From an optimization exercise on the open Yosys and OpenROAD flow, aimed at small area, a short achievable clock period and few clock cycles; shortcuts taken in it are not production practice. Function was checked by simulation only, so behaviour that the tests miss may differ from the original.

$ cat run.sh
#!/bin/bash
# synth_recipe.tcl (not shown) runs the flow's synth.tcl, then flattens the netlist and writes it again
# the make line also repeats each setting of config.mk as NAME=value (left out here)
make -C /OpenROAD-flow-scripts/flow DESIGN_CONFIG=/design/flow/config.mk WORK_HOME=/design/flow/orfs CLKGATE_MAP_FILE= SYNTH_SCRIPT=/design/flow/synth_recipe.tcl finish
$ cat config.mk
export PLATFORM = sky130hd
export DESIGN_NAME = cvr_seed
export DESIGN_NICKNAME = cvr_seed
export VERILOG_FILES = /design/flow/design.v
export SDC_FILE = /design/flow/constraint.sdc
export NUM_CORES = 4
export LEC_CHECK = 0
export CAP_MARGIN = 20
export CORE_MARGIN = 2
export CORE_UTILIZATION = 30
export SLEW_MARGIN = 20
$ cat constraint.sdc
create_clock -name core_clock -period 20.0 [get_ports {clk}]
set_input_delay 4.0000 -clock core_clock [delete_from_list [all_inputs] [get_ports {clk}]]
set_output_delay 4.0000 -clock core_clock [all_outputs]
set_load 0.01 [all_outputs]
$ cat design.v
module cvr_seed (
    input  wire         clk,
    input  wire         rst,        
    input  wire         start,      
    input  wire [3:0]   key_len,    
    input  wire [63:0]  key,        
    output wire         busy,
    output reg          t_valid,    
    output reg  [3:0]   t_idx,      
    output wire [143:0] t_val,      
    output wire         ovf         
);
    localparam W  = 146;            
    localparam WA = 130;            
    localparam [1:0] S_IDLE = 2'd0,
                     S_SQ   = 2'd1,
                     S_FOLD = 2'd2;
    reg [1:0]    state;
    reg [127:0]  x;         
    reg [128:0]  tp;        
    reg [15:0]   d;         
    reg [WA-1:0] as, ac;    
    reg          cin;       
    reg [15:0]   od;        
    reg [2:0]    k;         
    reg [4:0]    lr;        
    assign busy  = (state != S_IDLE);
    assign t_val = {15'd0, tp};
    assign ovf   = 1'b0;
    integer i;
    reg [63:0] key_mask;
    always @(*) begin
        for (i = 0; i < 8; i = i + 1)
            key_mask[8*i +: 8] = (i < key_len) ? 8'hff : 8'h00;
    end
    wire [63:0] p = key & key_mask;
    reg [4:0] sig_len;
    always @(*) begin
        sig_len = 5'd0;
        for (i = 0; i < 16; i = i + 1)
            if (x[8*i +: 8] != 8'd0)
                sig_len = i[4:0] + 5'd1;
    end
    wire [4:0] len  = (k == 3'd0) ? sig_len : lr;
    wire       last = ({k, 1'b0} + 4'd2 >= len);
    wire       odd  = lr[0];
    reg [W-1:0] inj;
    always @(*) begin
        inj = {W{1'b0}};
        inj[0] = cin;
        for (i = 1; i < 15; i = i + 1)
            if (k != 3'd0 && lr == i + 2) inj[8*i +: 16] = od;
    end
    reg [W-1:0] pp [0:15];
    always @(*) begin
        for (i = 0; i < 16; i = i + 1)
            pp[i] = {{(W-128){1'b0}}, x & {128{d[i]}}} << i;
    end
    function [2*W-1:0] csa(input [W-1:0] a, input [W-1:0] b, input [W-1:0] c);
        csa = {(a & b | a & c | b & c) << 1, a ^ b ^ c};
    endfunction
    wire [W-1:0] sa = {{(W-WA){1'b0}}, as};
    wire [W-1:0] sc = {{(W-WA){1'b0}}, ac};
    wire [W-1:0] a0, a1, a2, a3, a4, a5, a6, a7, a8, a9, a10, a11;
    assign {a1,  a0}  = csa(pp[0],  pp[1],  pp[2]);
    assign {a3,  a2}  = csa(pp[3],  pp[4],  pp[5]);
    assign {a5,  a4}  = csa(pp[6],  pp[7],  pp[8]);
    assign {a7,  a6}  = csa(pp[9],  pp[10], pp[11]);
    assign {a9,  a8}  = csa(pp[12], pp[13], pp[14]);
    assign {a11, a10} = csa(pp[15], sa,     sc);
    wire [W-1:0] b0, b1, b2, b3, b4, b5, b6, b7;
    assign {b1, b0} = csa(a0, a1, a2);
    assign {b3, b2} = csa(a3, a4, a5);
    assign {b5, b4} = csa(a6, a7, a8);
    assign {b7, b6} = csa(a9, a10, a11);
    wire [W-1:0] c0, c1, c2, c3, c4, c5;
    assign {c1, c0} = csa(b0, b1, b2);
    assign {c3, c2} = csa(b3, b4, b5);
    assign {c5, c4} = csa(b6, b7, inj);
    wire [W-1:0] d0, d1, d2, d3;
    assign {d1, d0} = csa(c0, c1, c2);
    assign {d3, d2} = csa(c3, c4, c5);
    wire [W-1:0] e0, e1;
    assign {e1, e0} = csa(d0, d1, d2);
    wire [W-1:0] vs, vc;
    assign {vc, vs} = csa(e0, e1, d3);
    wire [16:0] lowsum = {1'b0, vs[15:0]} + {1'b0, vc[15:0]};
    wire [WA-1:0] f1 = odd ? {as[WA-9:0], od[15:8]}  : as;
    wire [WA-1:0] f2 = odd ? {ac[WA-9:0], {8{cin}}} : ac;
    reg  [WA-1:0] f3;
    always @(*) begin
        f3 = {WA{1'b0}};
        for (i = 0; i < 16; i = i + 1) begin
            if (!odd && lr == i + 2) f3[8*i +: 16] = od;
            if ( odd && lr == i + 1) f3[8*i +: 8]  = od[7:0];
        end
    end
    wire [WA-1:0] fs = f1 ^ f2 ^ f3;
    wire [WA-1:0] fc = {(f1 & f2 | f1 & f3 | f2 & f3), 1'b0};
    wire [WA-1:0] tpx = {1'b0, tp};
    wire [WA-1:0] gs = fs ^ fc ^ tpx;
    wire [WA-1:0] gc = {(fs & fc | fs & tpx | fc & tpx), 1'b0};
    wire [WA-1:0] t = fs + fc + cin;
    wire [WA-1:0] e = gs + gc + cin;
    always @(posedge clk) begin
        if (rst) begin
            state   <= S_IDLE;
            t_valid <= 1'b0;
        end else begin
            t_valid <= 1'b0;
            case (state)
                S_IDLE: begin
                    x     <= {64'd0, p};
                    tp    <= {65'd0, p};
                    d     <= p[15:0];
                    as    <= {WA{1'b0}};
                    ac    <= {WA{1'b0}};
                    cin   <= 1'b0;
                    od    <= 16'd0;
                    k     <= 3'd0;
                    t_idx <= 4'd0;
                    if (start) state <= S_SQ;
                end
                S_SQ: begin
                    as  <= vs[W-1:16];
                    ac  <= vc[W-1:16];
                    od  <= lowsum[15:0];
                    cin <= lowsum[16];
                    if (k == 3'd0) lr <= sig_len;
                    d   <= (k == 3'd7) ? 16'd0 : x[16*(k+1) +: 16];
                    k   <= k + 3'd1;
                    if (last) state <= S_FOLD;
                end
                S_FOLD: begin
                    tp      <= t[128:0];
                    x       <= e[127:0];
                    d       <= e[15:0];
                    as      <= {WA{1'b0}};
                    ac      <= {WA{1'b0}};
                    cin     <= 1'b0;
                    od      <= 16'd0;
                    k       <= 3'd0;
                    t_valid <= 1'b1;
                    t_idx   <= t_idx + 4'd1;
                    state   <= (t_idx == 4'd8) ? S_IDLE : S_SQ;
                end
                default: state <= S_IDLE;
            endcase
        end
    end
endmodule
==> metrics.md <==
| Metric | Value |
|---|---|
| Data arrival time of the critical path | `10.01 ns` |
| Port Buffers | `about 200` |
| Post-synth ARST share | `0` |
| RSZ-0062 raised after global routing | `false` |
| Main flop type after synthesis | `edfxtp_1` |
| Layout Skew | `0.0654 ns` |
| Leading area contributor after synthesis | `fa_1` |
| Worst-Margin Slew | `between 1 and 1.5 ns` |
| R2R cell count | `22` |
| Distinct cells, synth | `85` |
| Final hold violations | `0` |
| Worst R2R End | `tp[124]$_SDFFCE_PN0P_` |
| First-pass DRT Iterations | `7` |
| Die X | `between 600 and 700 um` |
| Busiest layer in global routing | `met2` |
| Num Clock Sinks | `~560` |
| Critical-path top delay cell | `a21oi_1` |
| Ys Warns | `5` |
| Number of max-cap violations | `0` |
| FF+latch count, synth | `562` |
| # resized after CTS | `0` |
| CTS Buffer Depth | `3` |
| Worst-path clk slew | `around 0.06 ns` |
| Xor and xnor area share after synthesis | `0.0187` |
| Layout cells sized above 1 | `0.0328` |
| Met3 GRT Util | `0.0684` |
| Vias in the first global route | `93699` |
| Top cells by area, synth | `fa_1 42%, edfxtp_1 15%, and2_1 8.8%` |
| Gr usage total | `0.237` |
| M2 GR Usage | `0.361` |
| Crit end category | `register` |
| Final wirelength | `460000 um` |
| Status | `complete, no violations` |
| Period minus WS final | `approximately 9.5 ns` |
| WP data required | `approximately 20 ns` |
| Post-synthesis mux area share | `0.0276` |
| Post-CTS Setup Inserts | `0` |
| Hold depth | `2` |
| Most common cell on crit path | `a21oi_1` |
| Most numerous cell in the Yosys netlist | `inv_1` |
| Total gr overflow | `0` |
| Area grow syn2layout | `8.96%` |
| Post-CTS Hold Buffers | `0` |
| Crit-path cells | `buf_12, inv_1, nand2_1, o22ai_1, and2_1, nand2_1, fa_1, inv_1, ha_1, a21oi_1, o21ai_0, a211oi_1, o2111ai_1, a21oi_1, a21oi_1, buf_4, o21ai_0, nand3_1, a31oi_1, o211ai_1, a31oi_1, mux2i_1` |
| Routability cong. | `1.02` |
| EDFF count, synth | `559` |
| Worst skew pair latency | `0.78 ns` |
| Min-Delay Endpoint | `state[0]$_SDFFE_PP0P_` |
| Synth Instances | `12200` |
| Max Slew Vio Count | `0` |
| Yosys top cell area share | `0.417` |
| Inserted Clock Buffers | `85` |
| Pin count of the biggest net entering global routing | `147` |
| Final setup fails | `0` |
| Worst flop-to-flop path startpoint | `lr[0]$_DFFE_PP_` |
| Period utilisation layout | `0.476` |
| First-pass GRT wire length | `670000 um` |
| TNS Setup | `0 ns` |
| Cell row count | `about 230` |
| WS Path Type | `register to register` |
| Final net count | `14882` |
| Crit Path Max Fanout | `115` |
| Die Area | `slightly below 400000 sq um` |
| DR iter-0 viols | `9710` |
| I/O pins | `222` |
| Number of fillers in the final layout | `39376` |
| Initial core utilization | `0.301` |
| Register-to-register setup slack | `10.49 ns` |
| Register area share after synthesis | `0.146` |
| Combinational family with the most area after synthesis | `adder cells` |
| Compound-cell area share of the yosys netlist | `0.0749` |
| CP Launch Point | `lr[0]$_DFFE_PP_` |
| Worst Setup Start Kind | `register` |
| ANT nets after route | `0` |
| Simple-Gate Fraction of Synth Area | `0.164` |
| Adder-Cell Fraction of Synth Area | `0.461` |
| Top cells by count, synth | `2593 x inv_1, 2397 x fa_1, 1624 x and2_1` |
| Core area | `382000 sq um` |
| Hold Path Class | `register to register` |
| HP Start | `state[0]$_SDFFE_PP0P_` |
| Worst setup slack after layout | `10.49 ns` |
| Max Freq | `0.105 GHz` |
| Place WS | `10.85 ns` |
| H-tree depth | `3` |
| Post-DP HPWL | `347000 um` |
| Total number of vias | `89328` |
| Post-Syn Area | `115000 sq um` |
| DIE HEIGHT | `slightly above 600 um` |
| Wire per inst | `about 27 um` |
| Slew HR | `0.0972` |
| CTS tree | `done` |
| Post-route DRC | `0` |
| Vias per inst | `roughly 5.2` |
| Met1 usage | `0.305` |
| CTS root buf | `clkbuf_16` |
| Post-Syn Area per Cell | `9.43 sq um` |
| Antenna violations before repair | `45` |
| CP peak stage delay | `1.04 ns` |
worst max-delay path, delay by kind of cell (launching register included):
| family | cells | cell delay, ns |
|---|---|---|
| AO/OA/AOI/OAI | 11 | 4.98 |
| AND/OR/NAND/NOR | 4 | 1.49 |
| buffers and inverters | 4 | 1.21 |
| adder cells (fa/ha/maj) | 2 | 0.99 |
| flip-flops | 1 | 0.41 |
| multiplexers | 1 | 0.10 |
worst max-delay path by stage:
stage	endpoint	slack (ns)	depth (start not counted)
after floorplan	ac[0]$_SDFFCE_PN0P_	2.90	1
after global routing	tp[124]$_SDFFCE_PN0P_	10.29	22
final	tp[124]$_SDFFCE_PN0P_	10.49	22
after global placement	tp[124]$_SDFFCE_PN0P_	10.81	22
after detailed placement	tp[124]$_SDFFCE_PN0P_	10.85	22
after CTS	tp[124]$_SDFFCE_PN0P_	10.81	22
sequential cells by signal (all words and copies together) (netlist names):
signal and flops:
d 16, x 128, k 3, state 2, cin 1, od 16, t_idx 4, lr 5
t_valid 1, as 128, tp 129, ac 129
metal layers:
| metal | routed length (um) | up-vias |
|---|---|---|
| li1 | - | 36812 |
| met1 | 179000 | 46394 |
| met2 | 202000 | 4999 |
| met3 | 51700 | 1105 |
| met4 | 27300 | 18 |
| met5 | 161 | - |
logic make-up after synthesis:
family / Yosys count
adder cells (fa/ha/maj): 2798
AND/OR/NAND/NOR: 3686
XOR/XNOR: 246
buffers and inverters: 3257
multiplexers: 296
AO/OA/AOI/OAI: 1354
flip-flops: 562
other: 1
final cells by class:
class / count / area, sq um / area share
clock buffers: 95 / 2160 / 0.0173
well taps: 5038 / 6300 / 0.0503
clock inverters: 59 / 564 / 0.00450
diodes: 24 / 60.1 / 0.000479
multi-input cells: 8396 / 86100 / 0.687
inverters: 2593 / 9740 / 0.0777
flip-flops and latches: 562 / 16800 / 0.134
repair buffers: 375 / 3560 / 0.0284
metrics by stage:
step                      cell area (sq um)  hold WS [ns]  cells  utilization
after global routing                 125000         0.529  17123        0.328
after floorplan                      115000         0.460  12215            -
after global placement               122000         0.492  16961        0.321
after detailed placement             122000         0.491  16963        0.321
after CTS                            125000         0.498  17117        0.328
final                                125000         0.501  17142        0.328
cells in the final DEF, fill, tap and decap left out, types with 16 or more instances in the layout:
master | netlist | final
and2_1 | 1624 | 1625
and3_1 | 32 | 32
o21ai_0 | 324 | 321
or4_1 | 20 | 20
mux4_2 | 16 | 16
a21o_1 | 141 | 141
nand2_1 | 1267 | 1267
a31oi_1 | 32 | 32
buf_4 | 16 | 151
ha_1 | 401 | 400
o211ai_1 | 29 | 29
o21a_1 | 35 | 35
diode_2 | 0 | 24
xnor2_1 | 143 | 143
nor2b_1 | 20 | 18
nor3_1 | 75 | 69
xor2_1 | 103 | 103
edfxtp_1 | 559 | 559
o21bai_1 | 83 | 83
nand2b_1 | 41 | 40
mux2i_1 | 270 | 270
conb_1 | 1 | 16
clkinv_2 | 0 | 16
nor4_1 | 37 | 34
o31ai_1 | 20 | 20
a21boi_0 | 19 | 19
nand3_1 | 42 | 42
inv_1 | 2593 | 2592
or3_1 | 20 | 20
a21oi_1 | 387 | 387
nor2_1 | 362 | 353
clkbuf_16 | 0 | 85
fa_1 | 2397 | 2397
a211oi_1 | 17 | 17
a22o_1 | 105 | 105
buf_12 | 0 | 18
clkdlybuf4s50_1 | 0 | 205
o21ai_1 | 45 | 47
nand4_1 | 115 | 115
Testbench counts, summed over its fixed seeds: cycles 48,298.

-- re-timing with driven ports --
In the flow no input, the clock included, has a driving cell. The finished layout below was timed again as built, in two steps. Step 1 (the two cells are an assumption about what drives the block):
set clk [get_ports {clk}]
set_driving_cell -lib_cell sky130_fd_sc_hd__clkbuf_16 $clk
set_driving_cell -lib_cell sky130_fd_sc_hd__buf_2 [delete_from_list [all_inputs] $clk]
Step 2, shift: input delay + t, output delay - t, t = (earliest + latest rising clock arrival at the registers) / 2. This alone moves slack from input paths to output paths. Three values: no drivers, after step 1, after step 2; two values: the first two.
t (ns): 0.855
slack for setup (ns): 10.488 / 10.488 / 10.488
slew at the worst register clock pin (ns): 0.07 / 0.07
After both steps setup and hold are still met in this run. For this run, drivers alone change the setup slack by 0.000 ns; drivers and shift together by 0.000 ns.
